What follows belongs to an exercise in optimizing a design on an open flow for small area and a short achievable clock period; a production flow would make more cautious choices. RTL that was checked went through simulation tests only; none was proved equivalent to the original. The RTL of runs 1 and 2 was laid out without a check of its function. Power is estimated from default activity; no workload was simulated.

==> flow/design.v <==
module acc_scale24 (
    input  wire [7:0] c,
    output reg  [2:0] level
);
    always @* begin
        if      (c == 8'd255) level = 3'd5;
        else if (c >= 8'd204) level = 3'd4;
        else if (c >= 8'd153) level = 3'd3;
        else if (c >= 8'd102) level = 3'd2;
        else if (c >= 8'd51)  level = 3'd1;
        else                  level = 3'd0;
    end
endmodule
module acc_rgb_code (
    input  wire [2:0] red,
    input  wire [2:0] green,
    input  wire [2:0] blue,
    output wire [7:0] code
);
    assign code = 8'd16 + 8'd36 * red + 8'd6 * green + blue;
endmodule
module acc_classify_cube (
    input  wire [7:0] code,
    output wire [2:0] red,
    output wire [2:0] green,
    output wire [2:0] blue
);
    wire [5:0] y = code[7:2];
    reg  [2:0] r;
    always @* begin
        if      (y >= 6'd49) r = 3'd5;
        else if (y >= 6'd40) r = 3'd4;
        else if (y >= 6'd31) r = 3'd3;
        else if (y >= 6'd22) r = 3'd2;
        else if (y >= 6'd13) r = 3'd1;
        else                 r = 3'd0;
    end
    wire [5:0] x   = y - 6'd4 - {r, 3'd0} - {3'd0, r};
    wire [5:0] rem = {x[3:0], code[1:0]};
    reg  [2:0] g, b;
    always @* begin
        if      (rem >= 6'd30) begin g = 3'd5; b = rem[2:0] - 3'd6; end
        else if (rem >= 6'd24) begin g = 3'd4; b = rem[2:0];        end
        else if (rem >= 6'd18) begin g = 3'd3; b = rem[2:0] - 3'd2; end
        else if (rem >= 6'd12) begin g = 3'd2; b = rem[2:0] - 3'd4; end
        else if (rem >= 6'd6)  begin g = 3'd1; b = rem[2:0] - 3'd6; end
        else                   begin g = 3'd0; b = rem[2:0];        end
    end
    assign red = r;
    assign green = g;
    assign blue = b;
endmodule
module acc_classify (
    input  wire [7:0]  code,
    output reg  [10:0] var_out
);
    wire [2:0] k_r, k_g, k_b;
    acc_classify_cube u_cube (.code(code), .red(k_r), .green(k_g), .blue(k_b));
    always @* begin
        if (code < 8'd8)        var_out = {2'd0, 6'd0, code[2:0]};
        else if (code < 8'd16)  var_out = {2'd1, 6'd0, code[2:0]};
        else if (code < 8'd232) var_out = {2'd2, k_r, k_g, k_b};
        else                    var_out = {2'd3, 4'd0, code[4] & code[3], ~code[3], code[2:0]};
    end
endmodule
module acc_var_encode (
    input  wire [8:0] rgb,
    output wire       range_err,
    output wire [2:0] bad_value
);
    wire rb = rgb[8] & rgb[7];
    wire gb = rgb[5] & rgb[4];
    wire bb = rgb[2] & rgb[1];
    assign range_err = rb | gb | bb;
    assign bad_value = {2'b11, rb ? rgb[6] : gb ? rgb[3] : rgb[0]};
endmodule
module acc (
    input  wire        clk,
    input  wire        rst,
    input  wire        req_valid,
    input  wire [31:0] req_word,
    output wire        rsp_valid,
    output wire [31:0] rsp_word
);
    wire [3:0] op = req_word[31:28];
    wire [7:0] r8 = req_word[23:16];
    wire [7:0] g8 = req_word[15:8];
    wire [7:0] b8 = req_word[7:0];
    reg       seq_active;
    reg       seq_sub;
    reg [7:0] seq_cur;
    wire o1 = op == 4'h1;
    wire o2 = op == 4'h2;
    wire o3 = op == 4'h3;
    wire o4 = op == 4'h4;
    wire o5 = op == 4'h5;
    wire o6 = op == 4'h6;
    wire o7 = op == 4'h7;
    wire o8 = op == 4'h8;
    wire o9 = op == 4'h9;
    wire oa = op == 4'hA;
    wire ob = op == 4'hB;
    wire oc = op == 4'hC;
    wire od = op == 4'hD;
    wire mbz_ok = req_word[27:24] == 4'd0;
    wire z_hi   = req_word[23:11] == 13'd0;
    wire z_8    = z_hi & (req_word[10:8] == 3'd0);
    wire z_3    = z_8 & (req_word[7:3] == 5'd0);
    wire z_all  = z_3 & (req_word[2:0] == 3'd0);
    wire l_c = mbz_ok;                  
    wire l_8 = mbz_ok & z_8;            
    wire l_3 = mbz_ok & z_3;            
    wire l_z = mbz_ok & z_all;          
    wire [1:0] tag = req_word[10:9];
    wire v_fmt = ~tag[1] ? (req_word[8:3] == 6'd0)
                         : (~tag[0] | (req_word[8:5] == 4'd0));
    wire l_v = mbz_ok & z_hi & v_fmt;
    wire       v_rgb_bad;
    wire [2:0] v_bad;
    acc_var_encode u_vchk (.rgb(req_word[8:0]), .range_err(v_rgb_bad), .bad_value(v_bad));
    wire v_grey_bad = req_word[4] & req_word[3];
    wire r_bad = (r8[7:3] != 5'd0) | (r8[2] & r8[1]);
    wire g_bad = (g8[7:3] != 5'd0) | (g8[2] & g8[1]);
    wire b_bad = (b8[7:3] != 5'd0) | (b8[2] & b8[1]);
    wire c_rng = r_bad | g_bad | b_bad;
    wire l_bad = (b8[7:5] != 3'd0) | (b8[4] & b8[3]);
    wire sel_ok = ~(req_word[2] & (req_word[1] | req_word[0]));
    wire legal = ((o1 | o2) & l_3) | ((o3 | o5 | o9 | ob) & l_c)
               | ((o4 | o7 | o8 | oa) & l_8) | (o6 & l_v)
               | (oc & l_3 & sel_ok) | (od & l_z);
    wire rng = ((o3 | o9) & c_rng) | ((o4 | oa) & l_bad)
             | (o6 & tag[1] & (tag[0] ? v_grey_bad : v_rgb_bad));
    wire sq_end = od & ~seq_active;
    wire st1 = ~legal | sq_end;
    wire st0 = legal & (rng | sq_end);
    wire [2:0] s_r, s_g, s_b;
    acc_scale24 u_sr (.c(r8), .level(s_r));
    acc_scale24 u_sg (.c(g8), .level(s_g));
    acc_scale24 u_sb (.c(b8), .level(s_b));
    wire [7:0] code_c, code_s, code_v;
    acc_rgb_code u_code_c (.red(r8[2:0]), .green(g8[2:0]), .blue(b8[2:0]), .code(code_c));
    acc_rgb_code u_code_s (.red(s_r), .green(s_g), .blue(s_b), .code(code_s));
    acc_rgb_code u_code_v (.red(req_word[8:6]), .green(req_word[5:3]), .blue(req_word[2:0]),
                           .code(code_v));
    wire [10:0] cls_var;
    acc_classify u_cls (.code(b8), .var_out(cls_var));
    wire [7:0] l_code = {3'b111, b8[4] | b8[3], ~b8[3], b8[2:0]};
    wire c_ok = ~c_rng;
    wire s_w8   = ((o1 | o2) & l_3) | (o8 & l_8) | ((o4 | oa) & l_8 & l_bad)
                | ((o3 | o9) & l_c & ~r_bad & ~g_bad & b_bad)
                | (o6 & l_v & (~tag[1] | (tag[0] & v_grey_bad)));
    wire s_b3   = (o2 & l_3) | (o6 & l_v & ~tag[1] & tag[0]);
    wire s_r8   = (o3 | o9) & l_c & r_bad;
    wire s_g8   = (o3 | o9) & l_c & ~r_bad & g_bad;
    wire s_cc   = o3 & l_c & c_ok;
    wire s_cs   = o5 & l_c;
    wire s_cv   = o6 & l_v & tag[1] & ~tag[0] & ~v_rgb_bad;
    wire s_vbad = o6 & l_v & tag[1] & ~tag[0] & v_rgb_bad;
    wire s_lc   = ((o4 & l_8 & ~l_bad) | (o6 & l_v & tag[1] & tag[0] & ~v_grey_bad));
    wire s_pg   = oa & l_8 & ~l_bad;
    wire s_pc   = o9 & l_c & c_ok;
    wire s_ps   = ob & l_c;
    wire s_cls  = o7 & l_8;
    wire s_seq  = od & l_z & seq_active;
    wire [10:0] d =
          ({11{s_w8}}   & {3'd0, b8})
        | ({11{s_b3}}   & 11'd8)
        | ({11{s_r8}}   & {3'd0, r8})
        | ({11{s_g8}}   & {3'd0, g8})
        | ({11{s_cc}}   & {3'd0, code_c})
        | ({11{s_cs}}   & {3'd0, code_s})
        | ({11{s_cv}}   & {3'd0, code_v})
        | ({11{s_vbad}} & {8'd0, v_bad})
        | ({11{s_lc}}   & {3'd0, l_code})
        | ({11{s_pg}}   & {2'd3, 4'd0, b8[4:0]})
        | ({11{s_pc}}   & {2'd2, r8[2:0], g8[2:0], b8[2:0]})
        | ({11{s_ps}}   & {2'd2, s_r, s_g, s_b})
        | ({11{s_cls}}  & cls_var)
        | ({11{s_seq}}  & {3'd0, seq_cur});
    wire accept  = req_valid & ~rst;
    wire do_strt = accept & oc & l_3 & sel_ok;
    wire do_next = accept & s_seq;
    wire sel_sub = req_word[2] | req_word[1] | req_word[0];
    reg [7:0] first;
    always @* begin
        case (req_word[2:0])
            3'd2:    first = 8'd8;
            3'd3:    first = 8'd16;
            3'd4:    first = 8'd232;
            default: first = 8'd0;
        endcase
    end
    wire at_end = (seq_cur == 8'd255)
                | (seq_sub & ((seq_cur == 8'd7) | (seq_cur == 8'd15) | (seq_cur == 8'd231)));
    always @(posedge clk) begin
        if (rst)
            seq_active <= 1'b0;
        else if (do_strt)
            seq_active <= 1'b1;
        else if (do_next & at_end)
            seq_active <= 1'b0;
    end
    always @(posedge clk) begin
        if (do_strt) begin
            seq_cur <= first;
            seq_sub <= sel_sub;
        end else if (do_next & ~at_end) begin
            seq_cur <= seq_cur + 8'd1;
        end
    end
    assign rsp_valid = accept;
    assign rsp_word  = {2'b00, st1, st0, 17'd0, d};
endmodule
==> flow/flow/run.sh <==
#!/bin/bash
# The standard layout with two changes: synthesis maps adders with the
# rest of the logic (no full/half-adder cell extraction), and the port
# buffers are plain buffers (sky130_fd_sc_hd__buf_2).
set -e
echo "export BUFFER_PORTS_ARGS = -buffer_cell sky130_fd_sc_hd__buf_2" >> config.mk
bash standard.sh ADDER_MAP_FILE= finish > standard.log 2>&1
==> flow/standard.sh <==
#!/bin/bash
# synth_recipe.tcl (not shown) runs the flow's synth.tcl, then flattens the netlist and writes it again
# the make line also repeats each setting of config.mk as NAME=value (left out here)
make -C /OpenROAD-flow-scripts/flow DESIGN_CONFIG=/design/flow/config.mk WORK_HOME=/design/flow/orfs CLKGATE_MAP_FILE= SYNTH_SCRIPT=/design/flow/synth_recipe.tcl "${@:-finish}"
==> flow/config.mk <==
export PLATFORM = sky130hd
export DESIGN_NAME = acc
export DESIGN_NICKNAME = acc
export VERILOG_FILES = /design/flow/design.v
export SDC_FILE = /design/flow/constraint.sdc
export NUM_CORES = 4
export LEC_CHECK = 0
export ABC_AREA = 1
export CAP_MARGIN = 20
export CORE_MARGIN = 2
export CORE_UTILIZATION = 40
export SETUP_SLACK_MARGIN = 2
export SLEW_MARGIN = 20
export BUFFER_PORTS_ARGS = -buffer_cell sky130_fd_sc_hd__buf_2
==> flow/constraint.sdc <==
create_clock -name core_clock -period 11.0 [get_ports {clk}]
set_input_delay 2.2000 -clock core_clock [delete_from_list [all_inputs] [get_ports {clk}]]
set_output_delay 2.2000 -clock core_clock [all_outputs]
set_load 0.01 [all_outputs]
==> results of run 1 <==
## sequential cells by signal, indices dropped and copies added, names as in the netlist
name        count
seq_sub         1
seq_cur         8
seq_active      1
## worst max-delay path, stage by stage
cell	delay [ns]
buf_2	0.11
inv_1	0.17
o21ai_0	0.18
nor2_1	0.27
nand2_1	0.15
nor4_1	0.49
nand2_1	0.10
nor2_1	0.35
inv_1	0.22
o221ai_1	0.31
a21oi_1	0.11
o221ai_1	0.10
a21oi_1	0.07
nand2_1	0.07
buf_2	0.12
## routing by layer
| layer | vias to the layer above | GRT usage [%] | routed length, um | share of wire (%) |
|---|---|---|---|---|
| li1 | 2167 | - | - | - |
| met1 | 1909 | 34.7 | 5580 | 45 |
| met2 | 210 | 42.1 | 5580 | 45 |
| met3 | 26 | 3.32 | 882 | 7.2 |
| met4 | 0 | 6.61 | 245 | 2.0 |
| met5 | - | 0 | 0 | 0 |
## worst paths after layout
check                     end  slack (ns)  depth (start not counted)
hold / removal     seq_active        0.51                          2
hold reg to reg    seq_active        0.51                          2
setup reg to reg   seq_cur[7]        8.76                         13
setup / recovery  rsp_word[5]        3.79                         15
## Yosys cell counts (5+ instances only)
| master | number |
|---|---|
| nand4_1 | 6 |
| nand2_2 | 11 |
| nand2_1 | 177 |
| o21ai_0 | 15 |
| o211ai_1 | 6 |
| nand3_1 | 50 |
| inv_1 | 104 |
| o31ai_1 | 8 |
| nor2_1 | 92 |
| xor2_1 | 6 |
| o21ai_1 | 6 |
| o22ai_1 | 7 |
| a21oi_1 | 33 |
| o221ai_1 | 9 |
| edfxtp_1 | 9 |
| inv_2 | 11 |
| nand2_4 | 5 |
| buf_4 | 24 |
| nor3_1 | 18 |
## stage by stage
| stage | cell area, sq um | util (%) | total power [mW] |
|---|---|---|---|
| floorplan | 3520 | - | 0.146 |
| global placement | 3660 | 44.1 | 0.170 |
| detailed placement | 3660 | 44.1 | 0.171 |
| CTS | 3700 | 44.6 | 0.212 |
| global route | 3700 | 44.6 | 0.233 |
| finish | 3700 | 44.6 | 0.214 |
## cells by family after synthesis
group           count (synthesis)  synth area share, %
compound gates                102                 18.9
other cells                     1                0.109
flops                          10                 8.41
buf+inv                       148                 19.8
xor+xnor                        9                 2.29
simple gates                  386                 50.5
## area by class of cell
class / instances / area [sq um] / share of cell area [%]
clock buffers: 3 / 41.3 / 1.11
inverters: 118 / 453 / 12.2
repair buffers: 48 / 240 / 6.48
multi-input cells: 516 / 2540 / 68.7
flip-flops and latches: 10 / 290 / 7.84
well taps: 105 / 131 / 3.55
clock inverters: 1 / 3.75 / 0.101
## power by group
| part | total, mW | switching (mW) | internal (mW) |
|---|---|---|---|
| clock network | 0.0411 | 0.0164 | 0.0246 |
| logic | 0.132 | 0.0924 | 0.0399 |
| registers | 0.0409 | 0.00000000000623 | 0.0409 |
==> impl_metrics.tcl, run 1 <==
set metrics [dict create \
    grt_pass1_vias 3987 \
    cts_buffer_depth 2 \
    finalHoldViolCount 0 \
    grt_overflow_total 0 \
    avgRoutedWirePerCell_um 15.3 \
    start_util_pct 41.6 \
    antenna_cells 0 \
    synth_edf_count 9 \
    rsz0062_at_grt "false" \
    max_freq_mhz 139 \
    path_max_fanout 7 \
    io_buffers 48 \
    synth-async-reset-ratio_pct 0 \
    die_h_um 96.9 \
    period_share_pct 65.6 \
    fin_tns_setup_ns 0 \
    via_per_inst 5.38 \
    postSynthCellCount 656 \
    die-width_um 96.9 \
    cts.htree.levels 1 \
    grt_max_degree 15 \
    ys.flop_type "edfxtp_1" \
    grtUsageTotal_pct 25.4 \
    synthTopCellsByArea "nand2_1, inv_1, nor2_1" \
    ys_seq_area_share_pct 8.41 \
    netlist_area_sq_um 3450 \
    ys_types 50 \
    postLayoutSetupSlackWorst_ns 3.79 \
    critPathLaunchType "input pin" \
    cts_made_buffers 3 \
    nNetsFinal 732 \
    dieArea_sq_um 9380 \
    dp.cells 797 \
    cts_setup_buffers 0 \
    ctsResizeCount 0 \
    final_layout_size_suffix_gt1_share_pct 14.5 \
    crit_required_ns 8.80 \
    status "finished clean" \
    fin_hold_ws_ns 0.508 \
    finClkSkew_ns 0.00288 \
    yosysTopAreaCell "nand2_1" \
    dp_hpwl_um 10200 \
    wl_um 12300 \
    clockRootBuffer "clkbuf_8" \
    clk_pin_slew_ns 0.05 \
    avgSynthCellArea_sq_um 5.26 \
    crit_arrival_ns 5.01 \
    criticalPathCategory "in -> out" \
    vdd_drop_max_mv 0.0290 \
    hp-class "reg -> reg" \
    fin_crit_ns 7.21 \
    crit_start "req_word[18]" \
    area_delta_synth_final_pct 7.40 \
    end_kind "output pin" \
    stdcell_count 801 \
    core-area_sq_um 8300 \
    ioPinCount 68 \
    grt_pass1_wl_um 19700 \
    vias 4312 \
    synth_top_area_share_pct 19.3 \
    fillers 966 \
    worstReg2RegStart "seq_cur[1]" \
    layout_commonest_cell "nand2_1" \
    drt_iter0_drc 367 \
    grt_antenna_before_repair 0 \
    final_antenna_net_count 0 \
    power_density_nw_per_um2 57.8 \
    cap_violations 0 \
    yosys_warnings 4 \
    synth_seq_cells 10 \
    postCtsHoldBufs 0 \
    final_cell_mix "nand2_1, inv_1, nor2_1" \
    p_leak_nw 1.99 \
    cts.sink_count 10 \
    drc 0 \
    place.gp.congestion 0.999 \
    rows 33 \
    tritoncts "done" \
    slew_headroom_pct 59.1 \
    setup_viol_count_final 0 \
    tightest_slew_ns 0.607 \
    drv_slew 0 \
    clock_latency_ns 0.24 \
    dr.pass1.iters 5 \
    dp_slack_ns 3.83 \
    hp-start "seq_active" \
]
==> inputs of run 2 (changes only) <==
--- a/flow/config.mk
+++ b/flow/config.mk
@@ -9,6 +9,6 @@
 export CAP_MARGIN = 20
 export CORE_MARGIN = 2
 export CORE_UTILIZATION = 40
-export SETUP_SLACK_MARGIN = 2
+export SETUP_SLACK_MARGIN = 0
 export SLEW_MARGIN = 20
 export BUFFER_PORTS_ARGS = -buffer_cell sky130_fd_sc_hd__buf_2
==> impl_metrics.tcl, run 2 <==
set metrics [dict create \
    dr.pass1.iters 5 \
    final_antenna_net_count 0 \
    grt_max_degree 15 \
    ys_seq_area_share_pct 8.41 \
    finish.utilization_pct 44.6 \
    slew_headroom_pct 59.1 \
    criticalPathCategory "in -> out" \
    r2r_end "seq_cur[7]" \
    layout_commonest_cell "nand2_1" \
    finalHoldViolCount 0 \
    end_kind "output pin" \
    cts_made_buffers 3 \
    vias 4312 \
    io_buffers 48 \
    place.gp.congestion 0.999 \
    postCtsHoldBufs 0 \
    status "finished clean" \
    vdd_drop_max_mv 0.0290 \
    critPathLaunchType "input pin" \
    path_max_fanout 7 \
    rows 33 \
    synthTopCellsByArea "nand2_1, inv_1, nor2_1" \
    grt_pass1_wl_um 19700 \
    final_cell_mix "nand2_1, inv_1, nor2_1" \
    cap_violations 0 \
    p_leak_nw 1.99 \
    tightest_slew_ns 0.607 \
    ctsResizeCount 0 \
    synth_common_cells "nand2_1, inv_1, nor2_1" \
    synth_most_common_cell "nand2_1" \
    ys.flop_type "edfxtp_1" \
    clk_pin_slew_ns 0.05 \
    min_to "seq_active" \
    max_freq_mhz 139 \
    fin_hold_ws_ns 0.508 \
    die-width_um 96.9 \
    reg_top3 "seq_cur (8), seq_active (1), seq_sub (1)" \
    avgRoutedWirePerCell_um 15.3 \
    clockRootBuffer "clkbuf_8" \
    met1Wirelength_um 5580 \
    grtUsageTotal_pct 25.4 \
    hp-start "seq_active" \
    met2_length_um 5580 \
    finClkSkew_ns 0.00288 \
    crit_arrival_ns 5.01 \
    drt_iter0_drc 367 \
    nNetsFinal 732 \
    postSynthCellCount 656 \
    synth-async-reset-ratio_pct 0 \
    period_share_pct 65.6 \
    fin_crit_ns 7.21 \
    hp-class "reg -> reg" \
    clock_latency_ns 0.24 \
    yosysTopAreaCell "nand2_1" \
    dieArea_sq_um 9380 \
    ys_types 50 \
    cts.sink_count 10 \
    core-area_sq_um 8300 \
    r2r_cells 13 \
    dp_hpwl_um 10200 \
    fillers 966 \
    cts_setup_buffers 0 \
    grt_pass1_vias 3987 \
    worstReg2RegStart "seq_cur[1]" \
    holdPathStages 2 \
    start_util_pct 41.6 \
    synth_edf_count 9 \
    fin_tns_setup_ns 0 \
    rsz0062_at_grt "false" \
    crit_required_ns 8.80 \
    area_delta_synth_final_pct 7.40 \
    netlist_area_sq_um 3450 \
    multiInputGateArea_sq_um 2540 \
    via_per_inst 5.38 \
    top_layer "met4" \
    ff2ff_setup_slack_ns 8.76 \
    yosys_warnings 4 \
    setup_viol_count_final 0 \
    drv_slew 0 \
    cts.htree.levels 1 \
    synth_top_area_share_pct 19.3 \
    grt_antenna_before_repair 0 \
    regArea_sq_um 290 \
    ioPinCount 68 \
    power_density_nw_per_um2 57.8 \
    final_layout_size_suffix_gt1_share_pct 14.5 \
    antenna_cells 0 \
    met3_length_um 882 \
    die_h_um 96.9 \
    largest_register "seq_cur" \
    synth_seq_cells 10 \
    tritoncts "done" \
    largest_register_ffs 8 \
    cts_buffer_depth 2 \
    avgSynthCellArea_sq_um 5.26 \
    wl_um 12300 \
    drc 0 \
    grt_overflow_total 0 \
]
## run 2: logic make-up after synthesis
group	Yosys count	share of synthesized area (%)
AO/OA/AOI/OAI	102	18.9
XOR/XNOR	9	2.29
buffers and inverters	148	19.8
flip-flops	10	8.41
AND/OR/NAND/NOR	386	50.5
other	1	0.109
## run 2: cell type report
| cell class | instances | share of cell area (%) |
|---|---|---|
| multi-input combinational | 516 | 68.7 |
| clock inverter | 1 | 0.101 |
| timing repair buffer | 48 | 6.48 |
| inverter | 118 | 12.2 |
| clock buffer | 3 | 1.11 |
| sequential | 10 | 7.84 |
| tap | 105 | 3.55 |
## run 2: critical path: stages
cell	delay, ns
buf_2	0.11
inv_1	0.17
o21ai_0	0.18
nor2_1	0.27
nand2_1	0.15
nor4_1	0.49
nand2_1	0.10
nor2_1	0.35
inv_1	0.22
o221ai_1	0.31
a21oi_1	0.11
o221ai_1	0.10
a21oi_1	0.07
nand2_1	0.07
buf_2	0.12
## run 2: worst max-delay path by stage
| stage | start | end | slack [ns] | depth (start not counted) |
|---|---|---|---|---|
| final | req_word[18] | rsp_word[5] | 3.79 | 15 |
| after global routing | req_word[10] | rsp_word[5] | 3.58 | 15 |
| after CTS | req_word[18] | rsp_word[5] | 3.83 | 15 |
| after detailed placement | req_word[18] | rsp_word[5] | 3.83 | 15 |
| after global placement | req_word[10] | rsp_word[5] | 3.79 | 15 |
| after floorplan | req_word[7] | rsp_word[1] | 4.79 | 20 |
## run 2: layer usage
metal | GRT usage [%] | vias up
met1 | 34.7 | 1909
met2 | 42.1 | 210
met5 | 0 | -
met4 | 6.61 | 0
met3 | 3.32 | 26
li1 | - | 2167
## run 2: per-stage QoR
step,instance area [sq um],instances,power [mW],setup WS [ns]
2_1_floorplan,3520,674,0.146,4.79
3_3_place_gp,3660,797,0.170,3.79
3_5_place_dp,3660,797,0.171,3.83
4_1_cts,3700,801,0.212,3.83
5_1_grt,3700,801,0.233,3.58
6_report,3700,801,0.214,3.79
## run 2: where the power goes
group             switching, mW  internal, mW
combinational            0.0924        0.0399
clock                    0.0164        0.0246
sequential     0.00000000000623        0.0409
==> inputs of run 3 (changes only) <==
--- a/flow/design.v
+++ b/flow/design.v
@@ -137,11 +137,13 @@
     acc_scale24 u_sr (.c(r8), .level(s_r));
     acc_scale24 u_sg (.c(g8), .level(s_g));
     acc_scale24 u_sb (.c(b8), .level(s_b));
-    wire [7:0] code_c, code_s, code_v;
-    acc_rgb_code u_code_c (.red(r8[2:0]), .green(g8[2:0]), .blue(b8[2:0]), .code(code_c));
-    acc_rgb_code u_code_s (.red(s_r), .green(s_g), .blue(s_b), .code(code_s));
-    acc_rgb_code u_code_v (.red(req_word[8:6]), .green(req_word[5:3]), .blue(req_word[2:0]),
-                           .code(code_v));
+    wire use_s = (op == 4'h5) | (op == 4'hB);
+    wire use_v = op == 4'h6;
+    wire [2:0] ch_r = use_s ? s_r : use_v ? req_word[8:6] : r8[2:0];
+    wire [2:0] ch_g = use_s ? s_g : use_v ? req_word[5:3] : g8[2:0];
+    wire [2:0] ch_b = use_s ? s_b : b8[2:0];
+    wire [7:0] code;
+    acc_rgb_code u_code (.red(ch_r), .green(ch_g), .blue(ch_b), .code(code));
     wire [10:0] cls_var;
     acc_classify u_cls (.code(b8), .var_out(cls_var));
     wire [7:0] l_code = {3'b111, b8[4] | b8[3], ~b8[3], b8[2:0]};
@@ -152,14 +154,11 @@
     wire s_b3   = (o2 & l_3) | (o6 & l_v & ~tag[1] & tag[0]);
     wire s_r8   = (o3 | o9) & l_c & r_bad;
     wire s_g8   = (o3 | o9) & l_c & ~r_bad & g_bad;
-    wire s_cc   = o3 & l_c & c_ok;
-    wire s_cs   = o5 & l_c;
-    wire s_cv   = o6 & l_v & tag[1] & ~tag[0] & ~v_rgb_bad;
+    wire s_code = (o3 & l_c & c_ok) | (o5 & l_c) | (o6 & l_v & tag[1] & ~tag[0] & ~v_rgb_bad);
     wire s_vbad = o6 & l_v & tag[1] & ~tag[0] & v_rgb_bad;
     wire s_lc   = ((o4 & l_8 & ~l_bad) | (o6 & l_v & tag[1] & tag[0] & ~v_grey_bad));
     wire s_pg   = oa & l_8 & ~l_bad;
-    wire s_pc   = o9 & l_c & c_ok;
-    wire s_ps   = ob & l_c;
+    wire s_pack = (o9 & l_c & c_ok) | (ob & l_c);
     wire s_cls  = o7 & l_8;
     wire s_seq  = od & l_z & seq_active;
     wire [10:0] d =
@@ -167,14 +166,11 @@
         | ({11{s_b3}}   & 11'd8)
         | ({11{s_r8}}   & {3'd0, r8})
         | ({11{s_g8}}   & {3'd0, g8})
-        | ({11{s_cc}}   & {3'd0, code_c})
-        | ({11{s_cs}}   & {3'd0, code_s})
-        | ({11{s_cv}}   & {3'd0, code_v})
+        | ({11{s_code}} & {3'd0, code})
         | ({11{s_vbad}} & {8'd0, v_bad})
         | ({11{s_lc}}   & {3'd0, l_code})
         | ({11{s_pg}}   & {2'd3, 4'd0, b8[4:0]})
-        | ({11{s_pc}}   & {2'd2, r8[2:0], g8[2:0], b8[2:0]})
-        | ({11{s_ps}}   & {2'd2, s_r, s_g, s_b})
+        | ({11{s_pack}} & {2'd2, ch_r, ch_g, ch_b})
         | ({11{s_cls}}  & cls_var)
         | ({11{s_seq}}  & {3'd0, seq_cur});
     wire accept  = req_valid & ~rst;
--- a/flow/config.mk
+++ b/flow/config.mk
@@ -9,6 +9,5 @@
 export CAP_MARGIN = 20
 export CORE_MARGIN = 2
 export CORE_UTILIZATION = 40
-export SETUP_SLACK_MARGIN = 0
 export SLEW_MARGIN = 20
 export BUFFER_PORTS_ARGS = -buffer_cell sky130_fd_sc_hd__buf_2
==> impl_metrics.tcl, run 3 <==
set metrics [dict create \
    status "finished clean" \
    largest_register_ffs 8 \
    wl_um 10100 \
    slew_headroom_pct 51.2 \
    cp_common_cell "nand2_1" \
    final_antenna_net_count 0 \
    comb_power_share_pct 61.7 \
    switchingPower_mw 0.102 \
    nNetsFinal 652 \
    critPathMaxStageDelay_ns 0.39 \
    grt_antenna_before_repair 0 \
    ys_seq_area_share_pct 9.35 \
    p_int_mw 0.105 \
    cts.sink_count 10 \
    yosysTopAreaCell "nand2_1" \
    met1_usage_pct 32.0 \
    p_leak_nw 1.91 \
    finalHoldViolCount 0 \
    tritoncts "done" \
    core-area_sq_um 7610 \
    finClkSkew_ns 0.00474 \
    layout_commonest_cell "nand2_1" \
    io_buffers 48 \
    fin_tns_setup_ns 0 \
    postSynthCellCount 575 \
    dp.cells 714 \
    swShare_pct 49.2 \
    reg_top3 "seq_cur (8), seq_active (1), seq_sub (1)" \
    cts.htree.levels 1 \
    period_share_pct 60.9 \
    dr.pass1.iters 5 \
    crit_start "req_word[29]" \
    hp-class "reg -> reg" \
    setup_viol_count_final 0 \
    max_freq_mhz 149 \
    seqPwrFrac_pct 19.8 \
    rsz0062_at_grt "false" \
    cap_violations 0 \
    clk_pin_slew_ns 0.04 \
    synth_top_area_share_pct 15.2 \
    ys_types 46 \
    start_util_pct 40.8 \
    dieArea_sq_um 8480 \
    cts_made_buffers 3 \
    synth_most_common_cell "nand2_1" \
    worstReg2RegStart "seq_cur[1]" \
    synth-async-reset-ratio_pct 0 \
    via_per_inst 5.27 \
    drt_iter0_drc 431 \
    crit_arrival_ns 4.50 \
    grt_pass1_vias 3559 \
    synthTopCellsByArea "nand2_1, inv_1, nor2_1" \
    largest_register "seq_cur" \
    area_delta_synth_final_pct 8.95 \
    grt_overflow_total 0 \
    tightest_slew_ns 0.727 \
    criticalPathCategory "in -> out" \
    synth_edf_count 9 \
    finish.utilization_pct 44.4 \
    use_met3_pct 1.73 \
    drc 0 \
    rows 32 \
    clockRootBuffer "clkbuf_8" \
    stdcell_count 718 \
    hp-start "seq_active" \
    ys.flop_type "edfxtp_1" \
    ctsResizeCount 0 \
    cts_buffer_depth 2 \
    slowest_stage "o21ai_1" \
    end_kind "output pin" \
    avgRoutedWirePerCell_um 14.0 \
    grt_pass1_wl_um 16800 \
    path_max_fanout 14 \
    critPathLaunchType "input pin" \
    place.gp.congestion 1.00 \
    vdd_drop_max_mv 0.0637 \
    die_h_um 92.1 \
    avgSynthCellArea_sq_um 5.40 \
    power_mw 0.207 \
    final_layout_size_suffix_gt1_share_pct 17.9 \
    vias 3787 \
    grt_max_degree 15 \
    clock_latency_ns 0.24 \
    grtUsageMet2_pct 40.7 \
    dp_hpwl_um 8450 \
    grt-busiest-layer "met2" \
    die-width_um 92.1 \
    yosys_warnings 4 \
    p_clk_share_pct 18.5 \
    grtUsageTotal_pct 24.0 \
    synth_seq_cells 10 \
    final_cell_mix "nand2_1, inv_1, nor2_1" \
    fin_crit_ns 6.70 \
    crit_required_ns 8.80 \
    cts_setup_buffers 0 \
    postCtsHoldBufs 0 \
    synth_common_cells "nand2_1, inv_1, nor2_1" \
    drv_slew 0 \
    antenna_cells 0 \
    netlist_area_sq_um 3100 \
    power_density_nw_per_um2 61.2 \
    path_cells "buf_2 -> nand2_1 -> clkinv_1 -> nand2_1 -> nand2_4 -> inv_2 -> o21ai_0 -> o21ai_1 -> nand3b_1 -> nand2_1 -> nand2_2 -> nand2_1 -> nor2_1 -> nand2_1 -> nand3_1 -> nand3_1 -> nand2_1 -> buf_2" \
    ioPinCount 68 \
]
==> run 3: cell count changes in the layout (fill, tap and decap cells not counted), moves of 4 or more <==
cell | before | now
inv_1 | 104 | 96
nand2_1 | 177 | 126
o21ai_0 | 15 | 25
nor2_1 | 92 | 79
nand3_1 | 50 | 58
a21oi_1 | 33 | 24
nor3_1 | 18 | 6
nand2_2 | 11 | 18
o221ai_1 | 9 | 3
inv_2 | 11 | 15
==> run 3: power by group through the flow <==
| stage | Sequential, mW | Combinational (mW) | Clock [mW] |
|---|---|---|---|
| final | 0.0409 | 0.128 | 0.0383 |
| after floorplan | 0.0416 | 0.102 | 0 |
| after CTS | 0.0409 | 0.127 | 0.0401 |
| after global routing | 0.0408 | 0.145 | 0.0416 |
| after detailed placement | 0.0416 | 0.126 | 0 |
| after global placement | 0.0416 | 0.125 | 0 |
==> run 3: cell families (layout without fill, tap and decap cells) <==
| logic type | after synthesis | in the layout | share of synthesized area (%) |
|---|---|---|---|
| XOR/XNOR | 4 | 4 | 1.37 |
| AO/OA/AOI/OAI | 102 | 102 | 21.9 |
| AND/OR/NAND/NOR | 317 | 317 | 47.2 |
| buffers and inverters | 141 | 164 | 20.1 |
| flip-flops | 10 | 10 | 9.35 |
| other | 1 | 19 | 0.121 |
==> run 3: layout make-up <==
cell class | instances | area [sq um]
inverter | 112 | 420
fill | 881 | 4230
timing repair buffer | 48 | 240
clock inverter | 1 | 3.75
sequential | 10 | 290
multi-input combinational | 442 | 2260
tap | 102 | 128
clock buffer | 3 | 41.3
==> run 3: final timing paths <==
kind / endpoint / slack (ns) / cells past startpoint
setup reg to reg: seq_cur[0] / 8.66 / 13
hold / removal: seq_active / 0.56 / 2
hold reg to reg: seq_active / 0.56 / 2
setup / recovery: rsp_word[6] / 4.30 / 18
==> run 3: metrics by stage <==
step                      setup slack (ns)  hold WS, ns  area, sq um
after detailed placement              4.33        0.549         3340
after global routing                  4.02        0.599         3380
final                                 4.30        0.559         3380
after global placement                4.34        0.543         3340
after floorplan                       4.89        0.481         3170
after CTS                             4.32        0.562         3380
==> run 3: layer usage <==
metal  routed length (um)  up-vias
met1                 4510     1685
met3                  612       27
li1                     -     1920
met4                  332        0
met2                 4600      155
met5                    0        -
==> run 3: critical path, delay by kind of cell <==
family	cells	cell delay [ns]
buffers and inverters	4	0.47
AND/OR/NAND/NOR	12	1.36
AO/OA/AOI/OAI	2	0.47
==> inputs of run 4 (changes only) <==
--- a/flow/config.mk
+++ b/flow/config.mk
@@ -8,6 +8,7 @@
 export ABC_AREA = 1
 export CAP_MARGIN = 20
 export CORE_MARGIN = 2
-export CORE_UTILIZATION = 40
+export CORE_UTILIZATION = 70
+export CTS_BUF_LIST = sky130_fd_sc_hd__clkbuf_2
 export SLEW_MARGIN = 20
 export BUFFER_PORTS_ARGS = -buffer_cell sky130_fd_sc_hd__buf_2
==> impl_metrics.tcl, run 4 <==
set metrics [dict create \
    synth_common_cells "nand2_1, inv_1, nor2_1" \
    swShare_pct 53.1 \
    finalHoldViolCount 0 \
    avgRoutedWirePerCell_um 13.9 \
    via_per_inst 5.92 \
    final_layout_size_suffix_gt1_share_pct 17.9 \
    comb_power_share_pct 67.2 \
    io_buffers 48 \
    postCtsHoldBufs 0 \
    grt_antenna_before_repair 0 \
    yosys_warnings 4 \
    reg_top3 "seq_cur (8), seq_active (1), seq_sub (1)" \
    rsz0062_at_grt "false" \
    synth_most_common_cell "nand2_1" \
    largest_register_ffs 8 \
    vdd_drop_max_mv 0.0715 \
    drc 0 \
    die_h_um 70.6 \
    tritoncts "done" \
    p_leak_nw 1.90 \
    end_kind "output pin" \
    multiInputGateArea_sq_um 2260 \
    stdcell_count 668 \
    setup_viol_count_final 0 \
    tightest_slew_ns 0.713 \
    crit_required_ns 8.80 \
    postSynthCellCount 575 \
    hp-start "seq_active" \
    drv_slew 0 \
    ys.flop_type "edfxtp_1" \
    finClkSkew_ns 0.00623 \
    synth-async-reset-ratio_pct 0 \
    seqPwrFrac_pct 21.6 \
    place.gp.congestion 1.14 \
    switchingPower_mw 0.100 \
    power_density_nw_per_um2 57.3 \
    dieArea_sq_um 4980 \
    cts.htree.levels 1 \
    cap_violations 0 \
    dp.cells 664 \
    clockRootBuffer "clkbuf_2" \
    worstReg2RegStart "seq_cur[1]" \
    ys_seq_area_share_pct 9.35 \
    synth_top_area_share_pct 15.2 \
    avgSynthCellArea_sq_um 5.40 \
    crit_start "req_word[29]" \
    antenna_cells 0 \
    grt_pass1_wl_um 15300 \
    fillers 384 \
    synth_edf_count 9 \
    critPathLaunchType "input pin" \
    cts.sink_count 10 \
    grt_overflow_total 0 \
    vias 3957 \
    cts_made_buffers 3 \
    cts_buffer_depth 2 \
    grtUsageTotal_pct 36.5 \
    grt_pass1_vias 3557 \
    fin_tns_setup_ns 0 \
    largest_register "seq_cur" \
    core-area_sq_um 4320 \
    status "finished clean" \
    layout_commonest_cell "nand2_1" \
    ioPinCount 68 \
    p_clk_share_pct 11.2 \
    rows 24 \
    p_int_mw 0.0886 \
    cts_setup_buffers 0 \
    fin_crit_ns 6.63 \
    synthTopCellsByArea "nand2_1, inv_1, nor2_1" \
    path_max_fanout 14 \
    wl_um 9290 \
    yosysTopAreaCell "nand2_1" \
    hp-class "reg -> reg" \
    grt_max_degree 15 \
    nNetsFinal 652 \
    final_cell_mix "nand2_1, inv_1, nor2_1" \
    clk_pin_slew_ns 0.10 \
    netlist_area_sq_um 3100 \
    dr.pass1.iters 6 \
    ys_types 46 \
    die-width_um 70.6 \
    ctsResizeCount 0 \
    area_delta_synth_final_pct 6.09 \
    start_util_pct 71.8 \
    drt_iter0_drc 450 \
    period_share_pct 60.3 \
    clock_latency_ns 0.25 \
    final_antenna_net_count 0 \
    regArea_sq_um 290 \
    criticalPathCategory "in -> out" \
    synth_seq_cells 10 \
    dp_hpwl_um 7720 \
    slew_headroom_pct 52.1 \
    crit_arrival_ns 4.43 \
    max_freq_mhz 151 \
]
## run 4: changes by cell type in the layout (fill, tap and decap cells not counted)
cell,before,now
clkbuf_2,0,3
clkbuf_8,3,0
## run 4: critical path, cell delays in order
cell and delay, ns:
buf_2 0.12, nand2_1 0.12, clkinv_1 0.10, nand2_1 0.13, nand2_4 0.15, nand2_1 0.15, nand2_1 0.15, nor2_1 0.21
inv_2 0.07, nand2_2 0.08, nand2_2 0.08, nand2_1 0.10, nand2_2 0.08, nand2_1 0.13, inv_1 0.05, nand2_1 0.10
nand2_1 0.06, nand2_1 0.05, nand3_1 0.08, nand2_1 0.08, buf_2 0.12
## run 4: logic make-up (layout without fill, tap and decap cells)
kind of cell    Yosys count  count (layout)  share of synthesized area [%]
other cells               1              19                          0.121
flops                    10              10                           9.35
simple gates            317             317                           47.2
xor+xnor                  4               4                           1.37
compound gates          102             102                           21.9
buf+inv                 141             164                           20.1
## run 4: metal layers
metal  GRT usage (%)  up-vias  share of wire (%)
li1                -     1920                  -
met1            45.9     1740                 39
met2            64.5      255                 47
met3            5.98       42                 11
met4            10.5        0                3.3
met5               0        -                  0
## run 4: area by class of cell
| cell class | count | share of cell area (%) |
|---|---|---|
| Tap cell | 52 | 1.98 |
| Clock inverter | 1 | 0.114 |
| Timing Repair Buffer | 48 | 7.30 |
| Sequential cell | 10 | 8.82 |
| Inverter | 112 | 12.8 |
| Clock buffer | 3 | 0.456 |
| Multi-Input combinational cell | 442 | 68.6 |
## run 4: per-stage QoR
step | setup slack (ns) | hold WS, ns | power, mW | area, sq um | utilization [%]
after floorplan | 4.89 | 0.481 | 0.144 | 3170 | -
after global placement | 4.37 | 0.523 | 0.163 | 3270 | 75.7
after detailed placement | 4.37 | 0.510 | 0.166 | 3270 | 75.7
after CTS | 4.38 | 0.529 | 0.186 | 3290 | 76.1
after global routing | 4.10 | 0.586 | 0.205 | 3290 | 76.1
final | 4.37 | 0.530 | 0.189 | 3290 | 76.1
## run 4: path summary, 6_finish.rpt
kind                                     to  slack, ns  cells past startpoint
worst max register to register   seq_cur[0]       8.53                     13
worst min-delay path             seq_active       0.53                      2
worst max-delay path            rsp_word[5]       4.37                     21
worst min register to register   seq_active       0.53                      2
## run 4: power groups by stage
stage / Clock, mW / Combinational [mW] / Sequential, mW
2_1_floorplan: 0 / 0.102 / 0.0416
3_3_place_gp: 0 / 0.122 / 0.0416
3_5_place_dp: 0 / 0.124 / 0.0416
4_1_cts: 0.0208 / 0.125 / 0.0407
5_1_grt: 0.0227 / 0.141 / 0.0408
6_report: 0.0211 / 0.127 / 0.0407
==> inputs of run 5 (changes only) <==
--- a/flow/config.mk
+++ b/flow/config.mk
@@ -9,6 +9,7 @@
 export CAP_MARGIN = 20
 export CORE_MARGIN = 2
 export CORE_UTILIZATION = 70
-export CTS_BUF_LIST = sky130_fd_sc_hd__clkbuf_2
+export CTS_BUF_LIST = sky130_fd_sc_hd__clkbuf_4
+export SETUP_SLACK_MARGIN = 5
 export SLEW_MARGIN = 20
 export BUFFER_PORTS_ARGS = -buffer_cell sky130_fd_sc_hd__buf_2
==> impl_metrics.tcl, run 5 <==
set metrics [dict create \
    synth_top_area_share_pct 15.2 \
    postCtsHoldBufs 0 \
    yosysTopAreaCell "nand2_1" \
    cts.htree.levels 1 \
    start_util_pct 71.8 \
    place.gp.congestion 1.05 \
    ys_seq_area_share_pct 9.35 \
    die-width_um 70.6 \
    die_h_um 70.6 \
    error_line "[ERROR DPL-0033] detailed placement checks failed during check placement." \
    ioPinCount 68 \
    synth-async-reset-ratio_pct 0 \
    avgSynthCellArea_sq_um 5.40 \
    netlist_area_sq_um 3100 \
    cts.sink_count 10 \
    cts_buffer_depth 2 \
    status "did not finish" \
    postSynthCellCount 575 \
    synth_seq_cells 10 \
    ys.flop_type "edfxtp_1" \
    synth_most_common_cell "nand2_1" \
    synth_common_cells "nand2_1, inv_1, nor2_1" \
    clockRootBuffer "clkbuf_4" \
    yosys_warnings 4 \
    rows 24 \
    synthTopCellsByArea "nand2_1, inv_1, nor2_1" \
    dp_hpwl_um 8130 \
    ctsResizeCount 135 \
    cts_setup_buffers 43 \
    ys_types 46 \
    dpl-instance-area_sq_um 3370 \
    synth_edf_count 9 \
    io_buffers 48 \
    cts_made_buffers 3 \
    haltStage "clock tree synthesis (4_1_cts)" \
]
## run 5: how the worst min path moves through the flow
stage	to	slack [ns]	cells after the start
after global placement	seq_active	0.52	2
after detailed placement	seq_active	0.56	2
after floorplan	seq_active	0.48	2
## run 5: through the flow
stage          worst slack (ns)  instances
2_1_floorplan              4.96        593
3_3_place_gp               4.46        664
3_5_place_dp               4.35        664
## run 5: cell families after synthesis
| logic type | after synthesis | share of synthesized area (%) |
|---|---|---|
| XOR/XNOR | 4 | 1.37 |
| AND/OR/NAND/NOR | 317 | 47.2 |
| flip-flops | 10 | 9.35 |
| other | 1 | 0.121 |
| AO/OA/AOI/OAI | 102 | 21.9 |
| buffers and inverters | 141 | 20.1 |
## run 5: power groups by stage
stage | registers, mW | clock network [mW] | logic, mW
floorplan | 0.0416 | 0 | 0.108
global placement | 0.0416 | 0 | 0.125
detailed placement | 0.0416 | 0 | 0.130
==> inputs of run 6 (changes only) <==
--- a/flow/config.mk
+++ b/flow/config.mk
@@ -8,7 +8,7 @@
 export ABC_AREA = 1
 export CAP_MARGIN = 20
 export CORE_MARGIN = 2
-export CORE_UTILIZATION = 70
+export CORE_UTILIZATION = 50
 export CTS_BUF_LIST = sky130_fd_sc_hd__clkbuf_4
 export SETUP_SLACK_MARGIN = 5
 export SLEW_MARGIN = 20
==> impl_metrics.tcl, run 6 <==
set metrics [dict create \
    yosys_warnings 4 \
    die_h_um 82.8 \
    rsz0062_at_grt "true" \
    final_antenna_net_count 0 \
    fin_crit_ns 6.69 \
    area_delta_synth_final_pct 56.5 \
    p_leak_nw 2.47 \
    tightest_slew_ns 0.771 \
    final_layout_size_suffix_gt1_share_pct 44.2 \
    dr.pass1.iters 12 \
    largest_register "seq_cur" \
    cts_made_buffers 3 \
    reg_top3 "seq_cur (8), seq_active (1), seq_sub (1)" \
    max_freq_mhz 150 \
    layout_commonest_cell "nand2_1" \
    power_mw 0.294 \
    drv_slew 0 \
    grt_pass1_vias 3839 \
    ioPinCount 68 \
    hp-class "reg -> reg" \
    grt_max_degree 14 \
    crit_required_ns 8.80 \
    drc 0 \
    cap_violations 0 \
    synth_most_common_cell "nand2_1" \
    ys_types 46 \
    power_density_nw_per_um2 60.5 \
    critPathLaunchType "input pin" \
    criticalPathCategory "in -> out" \
    final_cell_mix "nand2_1, inv_1, nor2_1" \
    synth-async-reset-ratio_pct 0 \
    postSynthCellCount 575 \
    finish.utilization_pct 81.5 \
    setup_viol_count_final 0 \
    netlist_area_sq_um 3100 \
    period_share_pct 60.8 \
    nNetsFinal 712 \
    postLayoutSetupSlackWorst_ns 4.31 \
    postCtsHoldBufs 0 \
    tritoncts "done" \
    stdcell_count 751 \
    cts.sink_count 10 \
    crit_buf_inv 4 \
    avgSynthCellArea_sq_um 5.40 \
    synth_seq_cells 10 \
    end_kind "output pin" \
    fin_tns_setup_ns 0 \
    start_util_pct 52.1 \
    ys.flop_type "edfxtp_1" \
    ff2ff_setup_slack_ns 8.61 \
    cts_buffer_depth 2 \
    critical_path.top_delay_family "simple AND/OR/NAND/NOR gates" \
    via_per_inst 6.05 \
    antenna_cells 0 \
    vdd_drop_max_mv 0.0540 \
    die-width_um 82.8 \
    grtUsageTotal_pct 33.9 \
    path_max_fanout 5 \
    rows 28 \
    yosysTopAreaCell "nand2_1" \
    vias 4541 \
    slew_headroom_pct 48.2 \
    dieArea_sq_um 6850 \
    place.gp.congestion 1.05 \
    clk_pin_slew_ns 0.07 \
    ys_seq_area_share_pct 9.35 \
    dp_hpwl_um 8260 \
    finClkSkew_ns 0.00525 \
    synth_common_cells "nand2_1, inv_1, nor2_1" \
    clock_latency_ns 0.27 \
    slowest_stage "o21ai_2" \
    grt_pass1_wl_um 18100 \
    grt_overflow_total 0 \
    dp_slack_ns 4.37 \
    avgRoutedWirePerCell_um 18.1 \
    finalHoldViolCount 0 \
    core-area_sq_um 5960 \
    grt_antenna_before_repair 0 \
    largest_register_ffs 8 \
    synthTopCellsByArea "nand2_1, inv_1, nor2_1" \
    path_cells "buf_6 -> nand2_4 -> clkinv_4 -> nand2_8 -> nand2_8 -> inv_2 -> o21ai_0 -> o21ai_2 -> nand3b_1 -> nand2_2 -> nand2_4 -> nand2_4 -> nor2_2 -> nand2_2 -> nand2_1 -> nand2_1 -> nand3_2 -> nand2_2 -> buf_6" \
    wl_um 13600 \
    critPathMaxStageDelay_ns 0.39 \
    cts.htree.levels 1 \
    dp.cells 687 \
    crit_arrival_ns 4.49 \
    synth_edf_count 9 \
    io_buffers 48 \
    status "finished clean" \
    clockRootBuffer "clkbuf_4" \
    drt_iter0_drc 626 \
    synth_top_area_share_pct 15.2 \
]
==> run 6: routing by layer <==
layer  wire [um]  GRT usage (%)  share of wire, %
met3        1290           3.57               9.5
met5           0              0                 0
met4         868           12.0               6.4
met1        4920           43.0                36
met2        6520           59.3                48
==> run 6: final timing paths <==
| check | to | from | depth (start not counted) |
|---|---|---|---|
| hold / removal | seq_active | seq_active | 2 |
| setup reg to reg | seq_cur[5] | seq_cur[1] | 13 |
| setup / recovery | rsp_word[6] | req_word[29] | 19 |
| hold reg to reg | seq_active | seq_active | 2 |
==> run 6: report_power, final <==
part | switching [mW] | internal, mW | total [mW]
clock network | 0.0139 | 0.0131 | 0.0270
registers | 0.0000000000131 | 0.0408 | 0.0408
logic | 0.140 | 0.0859 | 0.226
==> run 6: cell type report <==
class	count	area, sq um
clock inverter	1	3.75
timing repair buffer	107	930
tap	75	93.8
fill	388	1100
sequential	10	290
inverter	112	473
clock buffer	3	22.5
multi-input combinational	443	3040
==> run 6: repair_timing <==
item                                    in CTS  in global routing
gates cloned                                 1                  0
pin swaps                                   48                 63
buffers inserted                            34                 25
endpoints found under the setup margin      13                 13
gates resized for setup                    119                125
==> run 6: tightest hold or removal path: stages (launching register included) <==
cell and delay (ns):
dfxtp_1 0.37, inv_1 0.09, o31ai_1 0.07
==> run 6: metrics by stage <==
step / cell area, sq um / hold slack (ns)
after CTS: 4190 / 0.544
after global routing: 4860 / 0.653
after floorplan: 3320 / 0.481
after detailed placement: 3400 / 0.515
after global placement: 3400 / 0.520
final: 4860 / 0.582
==> run 6: cell families (layout without fill, tap and decap cells) <==
| logic type | after synthesis | count (layout) | synth area share (%) |
|---|---|---|---|
| AO/OA/AOI/OAI | 102 | 102 | 21.9 |
| XOR/XNOR | 4 | 4 | 1.37 |
| buffers and inverters | 141 | 223 | 20.1 |
| flip-flops | 10 | 10 | 9.35 |
| other | 1 | 19 | 0.121 |
| AND/OR/NAND/NOR | 317 | 318 | 47.2 |
==> inputs of run 7 (changes only) <==
--- a/flow/config.mk
+++ b/flow/config.mk
@@ -8,8 +8,7 @@
 export ABC_AREA = 1
 export CAP_MARGIN = 20
 export CORE_MARGIN = 2
-export CORE_UTILIZATION = 50
+export CORE_UTILIZATION = 85
 export CTS_BUF_LIST = sky130_fd_sc_hd__clkbuf_4
-export SETUP_SLACK_MARGIN = 5
 export SLEW_MARGIN = 20
 export BUFFER_PORTS_ARGS = -buffer_cell sky130_fd_sc_hd__buf_2
==> impl_metrics.tcl, run 7 <==
set metrics [dict create \
    synth_top_area_share_pct 15.2 \
    ys_seq_area_share_pct 9.35 \
    haltStage "global placement without I/O (3_1_place_gp_skip_io)" \
    yosysTopAreaCell "nand2_1" \
    die_h_um 64.4 \
    netlist_area_sq_um 3100 \
    status "did not finish" \
    synth_common_cells "nand2_1, inv_1, nor2_1" \
    error_line "[ERROR GPL-0301] Utilization 108.741 % exceeds 100%." \
    start_util_pct 90.8 \
    synthTopCellsByArea "nand2_1, inv_1, nor2_1" \
    ys.flop_type "edfxtp_1" \
    ys_types 46 \
    avgSynthCellArea_sq_um 5.40 \
    synth_seq_cells 10 \
    synth_edf_count 9 \
    die-width_um 64.4 \
    synth-async-reset-ratio_pct 0 \
    postSynthCellCount 575 \
    rows 21 \
    synth_most_common_cell "nand2_1" \
    yosys_warnings 4 \
]
run 7: cell counts after synthesis:
No cell type changed its count.
run 7: kinds of logic after synthesis:
logic type,Yosys count,synth area share (%)
compound gates,102,21.9
xor+xnor,4,1.37
buf+inv,141,20.1
flops,10,9.35
other cells,1,0.121
simple gates,317,47.2
==> inputs of run 8 (changes only) <==
--- a/flow/config.mk
+++ b/flow/config.mk
@@ -8,7 +8,7 @@
 export ABC_AREA = 1
 export CAP_MARGIN = 20
 export CORE_MARGIN = 2
-export CORE_UTILIZATION = 85
+export CORE_UTILIZATION = 70
 export CTS_BUF_LIST = sky130_fd_sc_hd__clkbuf_4
 export SLEW_MARGIN = 20
 export BUFFER_PORTS_ARGS = -buffer_cell sky130_fd_sc_hd__buf_2
==> impl_metrics.tcl, run 8 <==
set metrics [dict create \
    status "finished clean" \
    yosysTopAreaCell "nand2_1" \
    crit_arrival_ns 4.43 \
    largest_register "seq_cur" \
    postCtsHoldBufs 0 \
    path_max_fanout 14 \
    drv_slew 0 \
    avgSynthCellArea_sq_um 5.40 \
    die-width_um 70.6 \
    cts_buffer_depth 2 \
    slowest_stage "nor2_1" \
    synth_seq_cells 10 \
    clock_latency_ns 0.26 \
    antenna_cells 0 \
    cts.sink_count 10 \
    place.gp.congestion 1.14 \
    cts.htree.levels 1 \
    cts_setup_buffers 0 \
    synth_top_area_share_pct 15.2 \
    drc 0 \
    rows 24 \
    cts_made_buffers 3 \
    ys_seq_area_share_pct 9.35 \
    stdcell_count 668 \
    p_leak_nw 1.91 \
    path_cells "buf_2 -> nand2_1 -> clkinv_1 -> nand2_1 -> nand2_4 -> nand2_1 -> nand2_1 -> nor2_1 -> inv_2 -> nand2_2 -> nand2_2 -> nand2_1 -> nand2_2 -> nand2_1 -> inv_1 -> nand2_1 -> nand2_1 -> nand2_1 -> nand3_1 -> nand2_1 -> buf_2" \
    fin_crit_ns 6.63 \
    postSynthCellCount 575 \
    core-area_sq_um 4320 \
    synthTopCellsByArea "nand2_1, inv_1, nor2_1" \
    netlist_area_sq_um 3100 \
    tritoncts "done" \
    synth_edf_count 9 \
    start_util_pct 71.8 \
    vias 3989 \
    dp.cells 664 \
    dieArea_sq_um 4980 \
    critPathLaunchType "input pin" \
    grt_pass1_wl_um 15400 \
    largest_register_ffs 8 \
    holdPathStages 2 \
    fillers 380 \
    tightest_slew_ns 0.707 \
    wl_um 9360 \
    ys.flop_type "edfxtp_1" \
    hp-class "reg -> reg" \
    final_antenna_net_count 0 \
    ctsResizeCount 0 \
    max_freq_mhz 151 \
    fin_tns_setup_ns 0 \
    finalHoldViolCount 0 \
    synth-async-reset-ratio_pct 0 \
    period_share_pct 60.3 \
    nNetsFinal 652 \
    rsz0062_at_grt "false" \
    grt_antenna_before_repair 0 \
    grt_overflow_total 0 \
    vdd_drop_max_mv 0.0763 \
    r2r_cells 13 \
    via_per_inst 5.97 \
    final_layout_size_suffix_gt1_share_pct 17.9 \
    clk_pin_slew_ns 0.06 \
    layout_commonest_cell "nand2_1" \
    criticalPathCategory "in -> out" \
    die_h_um 70.6 \
    clockRootBuffer "clkbuf_4" \
    setup_viol_count_final 0 \
    cap_violations 0 \
    synth_most_common_cell "nand2_1" \
    ioPinCount 68 \
    finClkSkew_ns 0.00597 \
    final_cell_mix "nand2_1, inv_1, nor2_1" \
    drt_iter0_drc 447 \
    slew_headroom_pct 52.5 \
    avgRoutedWirePerCell_um 14.0 \
    critPathMaxStageDelay_ns 0.21 \
    power_density_nw_per_um2 58.6 \
    dr.pass1.iters 8 \
    dp_hpwl_um 7720 \
    io_buffers 48 \
    end_kind "output pin" \
    synth_common_cells "nand2_1, inv_1, nor2_1" \
    grt_pass1_vias 3562 \
    area_delta_synth_final_pct 6.33 \
    grt_max_degree 15 \
    cp_common_cell "nand2_1" \
    crit_required_ns 8.80 \
    grtUsageTotal_pct 36.6 \
    ys_types 46 \
    yosys_warnings 4 \
    reg_top3 "seq_cur (8), seq_active (1), seq_sub (1)" \
]
==> run 8: cell counts after synthesis <==
Identical to the previous run, type by type.
==> run 8: metal layers <==
layer  global-route usage (%)  up-vias  part of all wire [%]
li1                         -     1922                     -
met1                     46.2     1735                    38
met2                     64.4      289                    46
met3                     5.98       43                    12
met4                     11.1        0                   3.8
met5                        0        -                     0
==> run 8: layout make-up <==
| cell class | instances | area [sq um] | share of cell area, % |
|---|---|---|---|
| clock inverter | 1 | 3.75 | 0.114 |
| inverter | 112 | 420 | 12.7 |
| timing repair buffer | 48 | 240 | 7.28 |
| clock buffer | 3 | 22.5 | 0.683 |
| sequential | 10 | 290 | 8.80 |
| tap | 52 | 65.1 | 1.97 |
| multi-input combinational | 442 | 2260 | 68.4 |
==> run 8: logic make-up (layout without fill, tap and decap cells) <==
group / count (synthesis) / in the layout / synth area share (%)
simple gates: 317 / 317 / 47.2
buf+inv: 141 / 164 / 20.1
compound gates: 102 / 102 / 21.9
flops: 10 / 10 / 9.35
xor+xnor: 4 / 4 / 1.37
other cells: 1 / 19 / 0.121
==> run 8: path summary, 6_finish.rpt <==
kind                                    from  slack (ns)     endpoint
worst max-delay path            req_word[29]        4.37  rsp_word[5]
worst min-delay path              seq_active        0.53   seq_active
worst max register to register    seq_cur[1]        8.52   seq_cur[6]
worst min register to register    seq_active        0.53   seq_active
==> run 8: power breakdown <==
group	switching, mW	internal, mW	total [mW]
combinational	0.0869	0.0399	0.127
sequential	0.00000000000993	0.0408	0.0408
clock	0.0128	0.0131	0.0259
==> run 8: worst max-delay path, delay by kind of cell <==
kind	cells	cell delay [ns]
buffers and inverters	5	0.46
and+or+nand+nor	16	1.75
==> run 8: through the flow <==
step / setup slack (ns) / hold WS (ns) / util, % / instance area (sq um) / total power [mW]
detailed placement: 4.37 / 0.510 / 75.7 / 3270 / 0.166
floorplan: 4.89 / 0.481 / - / 3170 / 0.144
global route: 4.10 / 0.579 / 76.3 / 3300 / 0.210
finish: 4.37 / 0.526 / 76.3 / 3300 / 0.193
CTS: 4.38 / 0.524 / 76.3 / 3300 / 0.191
global placement: 4.37 / 0.523 / 75.7 / 3270 / 0.163
==> inputs of run 9 (changes only) <==
==> flow/flow/run.sh (replaced) <==
#!/bin/bash
# The standard layout with three changes: constant outputs share one tie cell
# (no repair_tie_fanout),
# rest of the logic (no full/half-adder cell extraction), and the port
# buffers are plain buffers (sky130_fd_sc_hd__buf_2).
set -e
echo "export BUFFER_PORTS_ARGS = -buffer_cell sky130_fd_sc_hd__buf_2" >> config.mk
bash standard.sh ADDER_MAP_FILE= SKIP_REPAIR_TIE_FANOUT=1 finish > standard.log 2>&1
==> impl_metrics.tcl, run 9 <==
set metrics [dict create \
    cap_violations 0 \
    reg_top3 "seq_cur (8), seq_active (1), seq_sub (1)" \
    cts.sink_count 10 \
    setup_viol_count_final 0 \
    ff2ff_setup_slack_ns 8.49 \
    place.gp.congestion 1.03 \
    final_antenna_net_count 0 \
    crit_required_ns 8.80 \
    clockRootBuffer "clkbuf_4" \
    ys_types 46 \
    netlist_area_sq_um 3100 \
    synth-async-reset-ratio_pct 0 \
    ctsResizeCount 0 \
    drt_iter0_drc 501 \
    final_cell_mix "nand2_1, inv_1, nor2_1" \
    slowest_stage "nand2_4" \
    avgRoutedWirePerCell_um 14.5 \
    grt_pass1_vias 3566 \
    critical_path.top_delay_family "simple AND/OR/NAND/NOR gates" \
    vias 3966 \
    ys_seq_area_share_pct 9.35 \
    synth_most_common_cell "nand2_1" \
    clock_latency_ns 0.27 \
    avgSynthCellArea_sq_um 5.40 \
    hp-class "reg -> reg" \
    fin_crit_ns 6.68 \
    path_cells "buf_2 -> nand2_1 -> clkinv_1 -> nand2_1 -> nand2_4 -> nand2_1 -> inv_1 -> nand2_1 -> nand2_2 -> nand2_1 -> nand2_1 -> nand2_1 -> nand2_1 -> nand2_1 -> inv_2 -> nand2_2 -> nand2_1 -> nor2_1 -> nand3_1 -> nand4_1 -> nand2_1 -> nand2_1 -> buf_2" \
    ioPinCount 68 \
    largest_register_ffs 8 \
    grtUsageTotal_pct 37.4 \
    via_per_inst 6.10 \
    cts_made_buffers 3 \
    vdd_drop_max_mv 0.0698 \
    end_kind "output pin" \
    start_util_pct 71.8 \
    finClkSkew_ns 0.00135 \
    clk_pin_slew_ns 0.08 \
    crit_buf_inv 5 \
    period_share_pct 60.7 \
    p_leak_nw 1.85 \
    ys.flop_type "edfxtp_1" \
    cts_buffer_depth 2 \
    slew_headroom_pct 44.5 \
    grt_antenna_before_repair 0 \
    core-area_sq_um 4320 \
    fin_area_sq_um 3230 \
    grt_pass1_wl_um 15400 \
    tritoncts "done" \
    synth_seq_cells 10 \
    synth_common_cells "nand2_1, inv_1, nor2_1" \
    grt_max_degree 20 \
    crit_arrival_ns 4.48 \
    nNetsFinal 634 \
    layout_commonest_cell "nand2_1" \
    synth_edf_count 9 \
    critPathLaunchType "input pin" \
    die-width_um 70.6 \
    antenna_cells 0 \
    yosysTopAreaCell "nand2_1" \
    dpl-instance-area_sq_um 3210 \
    critPathMaxStageDelay_ns 0.16 \
    dr.pass1.iters 5 \
    grt_overflow_total 0 \
    drc 0 \
    yosys_warnings 4 \
    dp_hpwl_um 7780 \
    postCtsHoldBufs 0 \
    synth_top_area_share_pct 15.2 \
    fin_hold_ws_ns 0.553 \
    area_delta_synth_final_pct 4.15 \
    wl_um 9420 \
    status "finished clean" \
    cts_setup_buffers 0 \
    fin_tns_setup_ns 0 \
    max_freq_mhz 150 \
    rsz0062_at_grt "false" \
    final_layout_size_suffix_gt1_share_pct 18.4 \
    rows 24 \
    synthTopCellsByArea "nand2_1, inv_1, nor2_1" \
    die_h_um 70.6 \
    io_buffers 48 \
    dieArea_sq_um 4980 \
    drv_slew 0 \
    tightest_slew_ns 0.827 \
    postSynthCellCount 575 \
    finalHoldViolCount 0 \
    cts.htree.levels 1 \
    largest_register "seq_cur" \
    criticalPathCategory "in -> out" \
    cp_common_cell "nand2_1" \
    power_density_nw_per_um2 60.7 \
    path_max_fanout 14 \
]
==> run 9: cell counts after synthesis <==
No cell type changed its count.
==> run 9: kinds of logic (layout without fill, tap and decap cells) <==
family,Yosys count,count (layout),share of synthesized area [%]
and+or+nand+nor,317,317,47.2
buffers and inverters,141,164,20.1
AOI/OAI and AO/OA,102,102,21.9
DFF,10,10,9.35
xor gates and xnor gates,4,4,1.37
other,1,1,0.121
==> run 9: path summary, 6_finish.rpt <==
check,startpoint,end,depth (start not counted)
worst max register to register,seq_cur[1],seq_cur[3],13
worst min register to register,seq_active,seq_active,2
worst max-delay path,req_word[29],rsp_word[7],23
worst min-delay path,seq_active,seq_active,2
==> run 9: power breakdown <==
| part | total, mW | switching, mW | leakage (nW) | internal, mW |
|---|---|---|---|---|
| clock | 0.0281 | 0.0150 | 0.0154 | 0.0131 |
| combinational | 0.127 | 0.0874 | 1.76 | 0.0399 |
| sequential | 0.0407 | 0.0000000000107 | 0.0699 | 0.0407 |
| total | 0.196 | 0.102 | 1.85 | 0.0938 |
==> run 9: cell type report <==
class	count	area [sq um]
Multi-Input combinational cell	424	2190
Fill cell	414	1090
Inverter	112	420
Sequential cell	10	290
Timing Repair Buffer	48	240
Tap cell	52	65.1
Clock buffer	3	22.5
Clock inverter	1	3.75
==> run 9: worst min-delay path, delay by kind of cell (launching register included) <==
family | cells | cell delay, ns
DFF | 1 | 0.35
AOI/OAI and AO/OA | 1 | 0.07
buffers and inverters | 1 | 0.09
==> run 9: per-stage QoR <==
stage / power, mW / setup slack [ns] / utilization [%] / std cells
final: 0.196 / 4.32 / 74.7 / 650
after global routing: 0.212 / 4.09 / 74.7 / 650
after CTS: 0.194 / 4.36 / 74.7 / 650
after detailed placement: 0.166 / 4.36 / 74.1 / 646
after global placement: 0.163 / 4.41 / 74.1 / 646
after floorplan: 0.144 / 4.89 / - / 575
==> run 9: layer usage <==
layer / part of all wire [%] / global-route usage, %
met5: 0 / 0
met4: 4.1 / 12.2
met3: 12 / 7.26
met2: 44 / 63.4
met1: 40 / 48.0

## re-timing with driven ports
Ports are ideal in the flow. The routed layouts listed here were re-timed in OpenROAD. Step 1 sets driving cells, clkbuf_16 on the clock port and buf_2 on the other inputs (assumed; they add their load-dependent delay and slew). Step 2 times the ports against the registers' clock, not the clock port: input delays grow and output delays shrink by t, the midpoint of the rising clock arrivals with the driver on. Three values: ideal, step 1, step 2; two values: the first two.
run | shift t [ns] | setup slack, ns | slew at the worst register clock pin (ns) | worst slew at a driven data input, ns
run 1 | 0.265 | 3.785 / 3.764 / 3.764 | 0.05 / 0.05 | 0.03
run 2 | 0.265 | 3.785 / 3.764 / 3.764 | 0.05 / 0.05 | 0.03
run 3 | 0.257 | 4.302 / 4.280 / 4.280 | 0.05 / 0.05 | 0.03
run 4 | 0.265 | 4.366 / 4.347 / 4.347 | 0.11 / 0.11 | 0.04
run 6 | 0.287 | 4.314 / 4.276 / 4.276 | 0.07 / 0.07 | 0.07
run 8 | 0.274 | 4.366 / 4.347 / 4.347 | 0.07 / 0.07 | 0.04
run 9 | 0.294 | 4.322 / 4.303 / 4.303 | 0.08 / 0.08 | 0.03
After both steps setup and hold are still met in every run listed. For run 6, which loses most, drivers alone change the setup slack by -0.038 ns; drivers and shift together by -0.038 ns.
